This is an optimization exercise on Yosys and OpenROAD, whose aim is small area, a short achievable clock period and few clock cycles per item, not a production implementation.
Only simulation tests tie the RTL to the original design; equivalence was not proved.

Setup of run Y:
==> flow/design.v <==
module lsc_mapper_front (
    input  wire [15:0] val,
    input  wire [1:0]  vm3,      
    input  wire [15:0] rmin,
    input  wire [15:0] rmax,
    input  wire        imm,
    input  wire        trunc,
    output wire [25:0] n,        
    output wire [15:0] dn        
);
    function [51:0] csa;
        input [25:0] a, b, c;
        csa = {((a & b) | (a & c) | (b & c)) << 1, a ^ b ^ c};
    endfunction
    reg  [7:0] m30;
    always @(*) begin
        case ({val[0], vm3})
            3'b000: m30 = 8'd0;   3'b001: m30 = 8'd60;  3'b010: m30 = 8'd120;
            3'b100: m30 = 8'd90;  3'b101: m30 = 8'd150; 3'b110: m30 = 8'd30;
            default: m30 = 8'd0;
        endcase
    end
    wire [25:0] vv = {10'd0, val};
    wire [25:0] rn = {10'd0, ~rmin};
    wire [7:0]  mn = ~(trunc ? m30 : 8'd0);              
    localparam [25:0] K = 26'h34BFFB5;   
    wire [25:0] o1 = vv << 7;
    wire [25:0] o2 = vv << 4;
    wire [25:0] o3 = vv << 2;
    wire [25:0] o4 = imm ? (vv << 5) : (vv << 1);
    wire [25:0] o5 = rn << 7;
    wire [25:0] o6 = rn << 5;
    wire [25:0] o7 = rn << 4;
    wire [25:0] o8 = rn << 2;
    wire [25:0] o9 = {18'd0, mn};
    wire [51:0] a1 = csa(o1, o2, o3);
    wire [51:0] a2 = csa(o4, o5, o6);
    wire [51:0] a3 = csa(o7, o8, K);
    wire [51:0] b1 = csa(a1[25:0], a1[51:26], a2[25:0]);
    wire [51:0] b2 = csa(a2[51:26], a3[25:0], a3[51:26]);
    wire [51:0] c1 = csa(b1[25:0], b1[51:26], b2[25:0]);
    wire [51:0] d1 = csa(c1[25:0], c1[51:26], b2[51:26]);
    wire [51:0] e1 = csa(d1[25:0], d1[51:26], o9);
    assign n  = e1[25:0] + e1[51:26];
    assign dn = ~(rmax - rmin);
endmodule
module lsc_mapper_div2 (
    input  wire [17:0] win,
    input  wire [15:0] dn,
    output wire [1:0]  q,
    output wire [15:0] rem
);
    function [16:0] dstep;       
        input [16:0] top;
        input [15:0] dn;
        reg   [17:0] t;
        begin
            t = {1'b0, top} + {2'b11, dn} + 18'd1;       
            dstep = t[17] ? {1'b0, top[15:0]} : {1'b1, t[15:0]};
        end
    endfunction
    wire [16:0] a = dstep(win[17:1], dn);
    wire [16:0] b = dstep({a[15:0], win[0]}, dn);
    assign q   = {a[16], b[16]};
    assign rem = b[15:0];
endmodule
module lsc_mapper_div3 (
    input  wire [18:0] win,
    input  wire [15:0] dn,
    output wire [2:0]  q,
    output wire [15:0] rem
);
    wire [1:0]  qa;
    wire [15:0] ra;
    lsc_mapper_div2 u2 (.win(win[18:1]), .dn(dn), .q(qa), .rem(ra));
    wire [17:0] t = {1'b0, ra, win[0]} + {2'b11, dn} + 18'd1;   
    assign q   = {qa, ~t[17]};
    assign rem = t[17] ? {ra[14:0], win[0]} : t[15:0];
endmodule
module lsc_mapper_lux_hi (
    input  wire [15:0] val,
    output wire [7:0]  q,        
    output wire [1:0]  r,        
    output wire [8:0]  lo9       
);
    wire [18:0] x5 = {3'd0, val} + {1'b0, val, 2'b00};
    wire [9:0]  qq = x5[18:9] / 10'd3;
    wire [9:0]  rr = x5[18:9] % 10'd3;
    assign q   = qq[7:0];
    assign r   = rr[1:0];
    assign lo9 = x5[8:0];
endmodule
module lsc_mapper (
    input  wire        clk,
    input  wire        rst,
    input  wire        in_valid,
    output wire        in_ready,
    input  wire        in_imm,
    input  wire        in_mtrunc,
    input  wire [15:0] in_value,
    input  wire [15:0] in_rmin,
    input  wire [15:0] in_rmax,
    output wire        out_valid,
    input  wire        out_ready,
    output wire [7:0]  out_angle,
    output wire [31:0] out_lux
);
    reg        k_valid;              
    reg        rdy;                  
    wire       adv = ~k_valid;       
    assign in_ready = rdy;
    reg        v0;
    reg        imm0, trunc0;
    reg [15:0] val0, rmin0, rmax0;
    function [1:0] add3;         
        input [1:0] a, b;
        case ({a, b})
            4'b0000: add3 = 2'd0; 4'b0001: add3 = 2'd1; 4'b0010: add3 = 2'd2;
            4'b0100: add3 = 2'd1; 4'b0101: add3 = 2'd2; 4'b0110: add3 = 2'd0;
            4'b1000: add3 = 2'd2; 4'b1001: add3 = 2'd0; 4'b1010: add3 = 2'd1;
            default: add3 = 2'd0;
        endcase
    endfunction
    function [1:0] dig3;         
        input [1:0] d;
        dig3 = {d[1] & ~d[0], d[0] & ~d[1]};
    endfunction
    function [1:0] pair3;        
        input [3:0] x;
        pair3 = add3(dig3(x[1:0]), dig3(x[3:2]));
    endfunction
    wire [1:0] vm3 = add3(add3(pair3(val0[3:0]),  pair3(val0[7:4])),
                          add3(pair3(val0[11:8]), pair3(val0[15:12])));
    wire [25:0] n_s1;
    wire [15:0] d_s1;
    lsc_mapper_front u_front (
        .val(val0), .vm3(vm3), .rmin(rmin0), .rmax(rmax0), .imm(imm0), .trunc(trunc0),
        .n(n_s1), .dn(d_s1)
    );
    reg        v1, neg1;
    reg [23:0] n1;
    reg [15:0] d1, val1;         
    wire [2:0]  q765;
    wire [15:0] rem765;
    lsc_mapper_div3 u_div765 (.win(n1[23:5]), .dn(d1), .q(q765), .rem(rem765));
    wire [16:0] ov_t   = {1'b0, n1[23:8]} + {1'b1, d1} + 17'd1;
    wire        ovf_s2 = ~ov_t[16];                          
    reg        v2, neg2, ovf2;
    reg [20:0] r2;               
    reg [2:0]  q2;
    reg [15:0] d2, val2;
    wire [2:0]  q432;
    wire [15:0] rem432;
    lsc_mapper_div3 u_div432 (.win(r2[20:2]), .dn(d2), .q(q432), .rem(rem432));
    wire [5:0]  qh = {q2, q432};                             
    wire [7:0]  lqh_s3;
    wire [1:0]  lrh_s3;
    wire [8:0]  llo_s3;
    lsc_mapper_lux_hi u_luxh (.val(val2), .q(lqh_s3), .r(lrh_s3), .lo9(llo_s3));
    reg        v3, neg3, ovf3;
    reg [17:0] r3;
    reg [5:0]  q3;
    reg [15:0] d3;
    reg [7:0]  lqh3;             
    reg [10:0] llo3;             
    wire [17:0] t1  = {1'b0, r3[17:1]} + {2'b11, d3} + 18'd1;       
    wire [15:0] rr1 = t1[17] ? r3[16:1] : t1[15:0];
    wire [17:0] t0  = {1'b0, rr1, r3[0]} + {2'b11, d3} + 18'd1;     
    wire [1:0]  q10 = {~t1[17], ~t0[17]};
    wire        sat = ovf3 | (q3 >= 6'd45);                  
    wire [7:0]  ang_s4 = neg3 ? 8'd0 : sat ? 8'd180 : {q3, q10};
    wire [10:0] lqq = llo3 / 11'd3;
    wire [10:0] lrr = llo3 % 11'd3;
    wire [8:0]  lql = lqq[8:0];
    wire [1:0]  lr  = lrr[1:0];
    wire [16:0] lq = {lqh3[7:0], lql};
    reg        o_valid;
    reg [7:0]  o_angle;
    reg [16:0] o_lux;
    reg [1:0]  o_r;
    reg [7:0]  k_angle;
    reg [16:0] k_lux;
    reg [1:0]  k_r;
    wire o_free = ~o_valid | out_ready;
    always @(posedge clk) begin
        if (rst) begin
            v0 <= 1'b0; v1 <= 1'b0; v2 <= 1'b0; v3 <= 1'b0;
            o_valid <= 1'b0;
            k_valid <= 1'b0;
            rdy     <= 1'b1;
        end else begin
            if (adv) begin
                v0 <= in_valid;
                v1 <= v0;
                v2 <= v1;
                v3 <= v2;
            end
            if (k_valid) begin
                if (out_ready) begin
                    o_valid <= 1'b1;
                    k_valid <= 1'b0;
                    rdy     <= 1'b1;
                end
            end else if (o_free) begin
                o_valid <= v3;
            end else if (v3) begin
                k_valid <= 1'b1;
                rdy     <= 1'b0;
            end
        end
        if (adv) begin
            imm0   <= in_imm;
            trunc0 <= ~in_imm & in_mtrunc;
            val0   <= in_value;
            rmin0  <= in_rmin;
            rmax0  <= in_rmax;
            n1   <= n_s1[23:0];
            neg1 <= n_s1[25];
            d1   <= d_s1;
            val1 <= val0;
            r2   <= {rem765, n1[4:0]};
            q2   <= q765;
            neg2 <= neg1;
            ovf2 <= ovf_s2;
            d2   <= d1;
            val2 <= val1;
            r3   <= {rem432, r2[1:0]};
            q3   <= qh;
            neg3 <= neg2;
            ovf3 <= ovf2;
            d3   <= d2;
            lqh3 <= lqh_s3;
            llo3 <= {lrh_s3, llo_s3};
        end
        if (k_valid) begin
            if (out_ready) begin
                o_angle <= k_angle;
                o_lux   <= k_lux;
                o_r     <= k_r;
            end
        end else if (o_free) begin
            o_angle <= ang_s4;
            o_lux   <= lq;
            o_r     <= lr;
        end else begin
            k_angle <= ang_s4;
            k_lux   <= lq;
            k_r     <= lr;
        end
    end
    assign out_valid = o_valid;
    assign out_angle = o_angle;
    assign out_lux = {o_lux,
                      o_r[1], o_r[0], o_r[1], o_r[0], o_r[1], o_r[0], o_r[1], o_r[0],
                      o_r[1], o_r[0], o_r[1], o_r[0], o_r[1], o_r[0], o_r[1]};
endmodule
clock: 22.0 ns
lec_check: 0
abc_area: 1
cap_margin: 20
core_margin: 2
core_utilization: 55
cts_buf_list: sky130_fd_sc_hd__clkbuf_16
cts_cluster_diameter: 80
cts_cluster_size: 20
slew_margin: 20
synth_hierarchical: 1
standard.sh (not shown) runs the stock make flow with config.mk's settings and CLKGATE_MAP_FILE= SYNTH_SCRIPT=/design/flow/synth_recipe.tcl, a recipe that flattens the netlist after the stock synthesis.
==> flow/flow/run.sh <==
#!/bin/bash
# Layout: the standard flow (standard synthesis, same constraints), with ORFS's
# repair_timing asked for a larger setup margin so that it also works on paths that
# already meet the 22 ns clock, and plain buffers on the ports.  Each tool's output
# goes to a log file here.
set -euo pipefail
bash standard.sh SETUP_SLACK_MARGIN=16.3 "BUFFER_PORTS_ARGS=-buffer_cell sky130_fd_sc_hd__buf_2" finish > flow_make.log 2>&1
Testbench counts of run Y, summed over its fixed seeds: cycles 2,088, items 2,048.
The following lists how run G was set up differently from run Y:
diff --git a/flow/design.v b/flow/design.v
--- a/flow/design.v
+++ b/flow/design.v
@@ -178,10 +178,14 @@
     reg [7:0]  o_angle;
     reg [16:0] o_lux;
     reg [1:0]  o_r;
+    reg [1:0]  o_rb;             
     reg [7:0]  k_angle;
     reg [16:0] k_lux;
     reg [1:0]  k_r;
-    wire o_free = ~o_valid | out_ready;
+    wire o_free  = ~o_valid | out_ready;
+    wire o_sel_k = k_valid & out_ready;          
+    wire o_sel_n = ~k_valid & o_free;            
+    wire o_hold  = ~(o_sel_k | o_sel_n);
     always @(posedge clk) begin
         if (rst) begin
             v0 <= 1'b0; v1 <= 1'b0; v2 <= 1'b0; v3 <= 1'b0;
@@ -232,17 +236,11 @@
             lqh3 <= lqh_s3;
             llo3 <= {lrh_s3, llo_s3};
         end
-        if (k_valid) begin
-            if (out_ready) begin
-                o_angle <= k_angle;
-                o_lux   <= k_lux;
-                o_r     <= k_r;
-            end
-        end else if (o_free) begin
-            o_angle <= ang_s4;
-            o_lux   <= lq;
-            o_r     <= lr;
-        end else begin
+        o_angle <= ({8{o_sel_k}}  & k_angle) | ({8{o_sel_n}}  & ang_s4) | ({8{o_hold}}  & o_angle);
+        o_lux   <= ({17{o_sel_k}} & k_lux)   | ({17{o_sel_n}} & lq)     | ({17{o_hold}} & o_lux);
+        o_r     <= ({2{o_sel_k}}  & k_r)     | ({2{o_sel_n}}  & lr)     | ({2{o_hold}}  & o_r);
+        o_rb    <= ({2{o_sel_k}}  & k_r)     | ({2{o_sel_n}}  & lr)     | ({2{o_hold}}  & o_rb);
+        if (~k_valid & ~o_free) begin
             k_angle <= ang_s4;
             k_lux   <= lq;
             k_r     <= lr;
@@ -251,6 +249,6 @@
     assign out_valid = o_valid;
     assign out_angle = o_angle;
     assign out_lux = {o_lux,
-                      o_r[1], o_r[0], o_r[1], o_r[0], o_r[1], o_r[0], o_r[1], o_r[0],
+                      o_rb[1], o_rb[0], o_rb[1], o_rb[0], o_rb[1], o_rb[0], o_rb[1], o_rb[0],
                       o_r[1], o_r[0], o_r[1], o_r[0], o_r[1], o_r[0], o_r[1]};
 endmodule
## What came out
- Run G vs. run Y: core area went up by 1.5%.
- Looking at multi-input combinational gate total, run G sits 41 above run Y.
- Looking only at number of post-CTS setup repair buffers, and setting everything else aside, the lower value of run G and run Y goes to run G.
- Comparing run G and run Y, the lower net count after synthesis was measured on run Y.
- Worst setup path startpoint: o_r[1] -> run Y, o_rb[0] -> run G
- Across both runs, worst setup slack was higher for run G than for run Y.
- Taking run Y as the reference, in run G cell count along the critical path level, number of well taps higher, global-route wire length before repair now sits lower.
- Compared with run Y, run G shows a worst max-slew margin expressed relative to the limit that is 4.9 points higher.
Testbench counts of run G, summed over its fixed seeds: cycles 2,088, items 2,048.

[separate check: timing with driven ports]
The flow's constraints put no driver on any port. The routed layouts listed below were extracted and timed again, unchanged, in two steps.
Step 1: set_driving_cell puts a clkbuf_16 on clk and a buf_2 on each other input, an assumption about the parent block.
Step 2 moves the port delays by t, midway between the first and last clock arrival at a register: inputs arrive t later, outputs are due t later. That takes back most of the time a late clock gives input paths.
Slacks: ideal / step 1 / step 2; pairs: ideal / step 1.
run	shift t [ns]	slack for setup (ns)	worst setup path at the end	latest minus earliest clock arrival (ns)	worst register clock-pin slew, ns
run Y	0.615	16.381 / 16.325 / 16.101	input to register	0.045 / 0.045	0.09 / 0.09
run G	0.605	16.521 / 16.463 / 16.212	input to register	0.027 / 0.027	0.09 / 0.09
After both steps every run listed still meets setup and hold. For run G, which loses most, drivers alone change the setup slack by -0.058 ns; drivers and shift together by -0.309 ns.
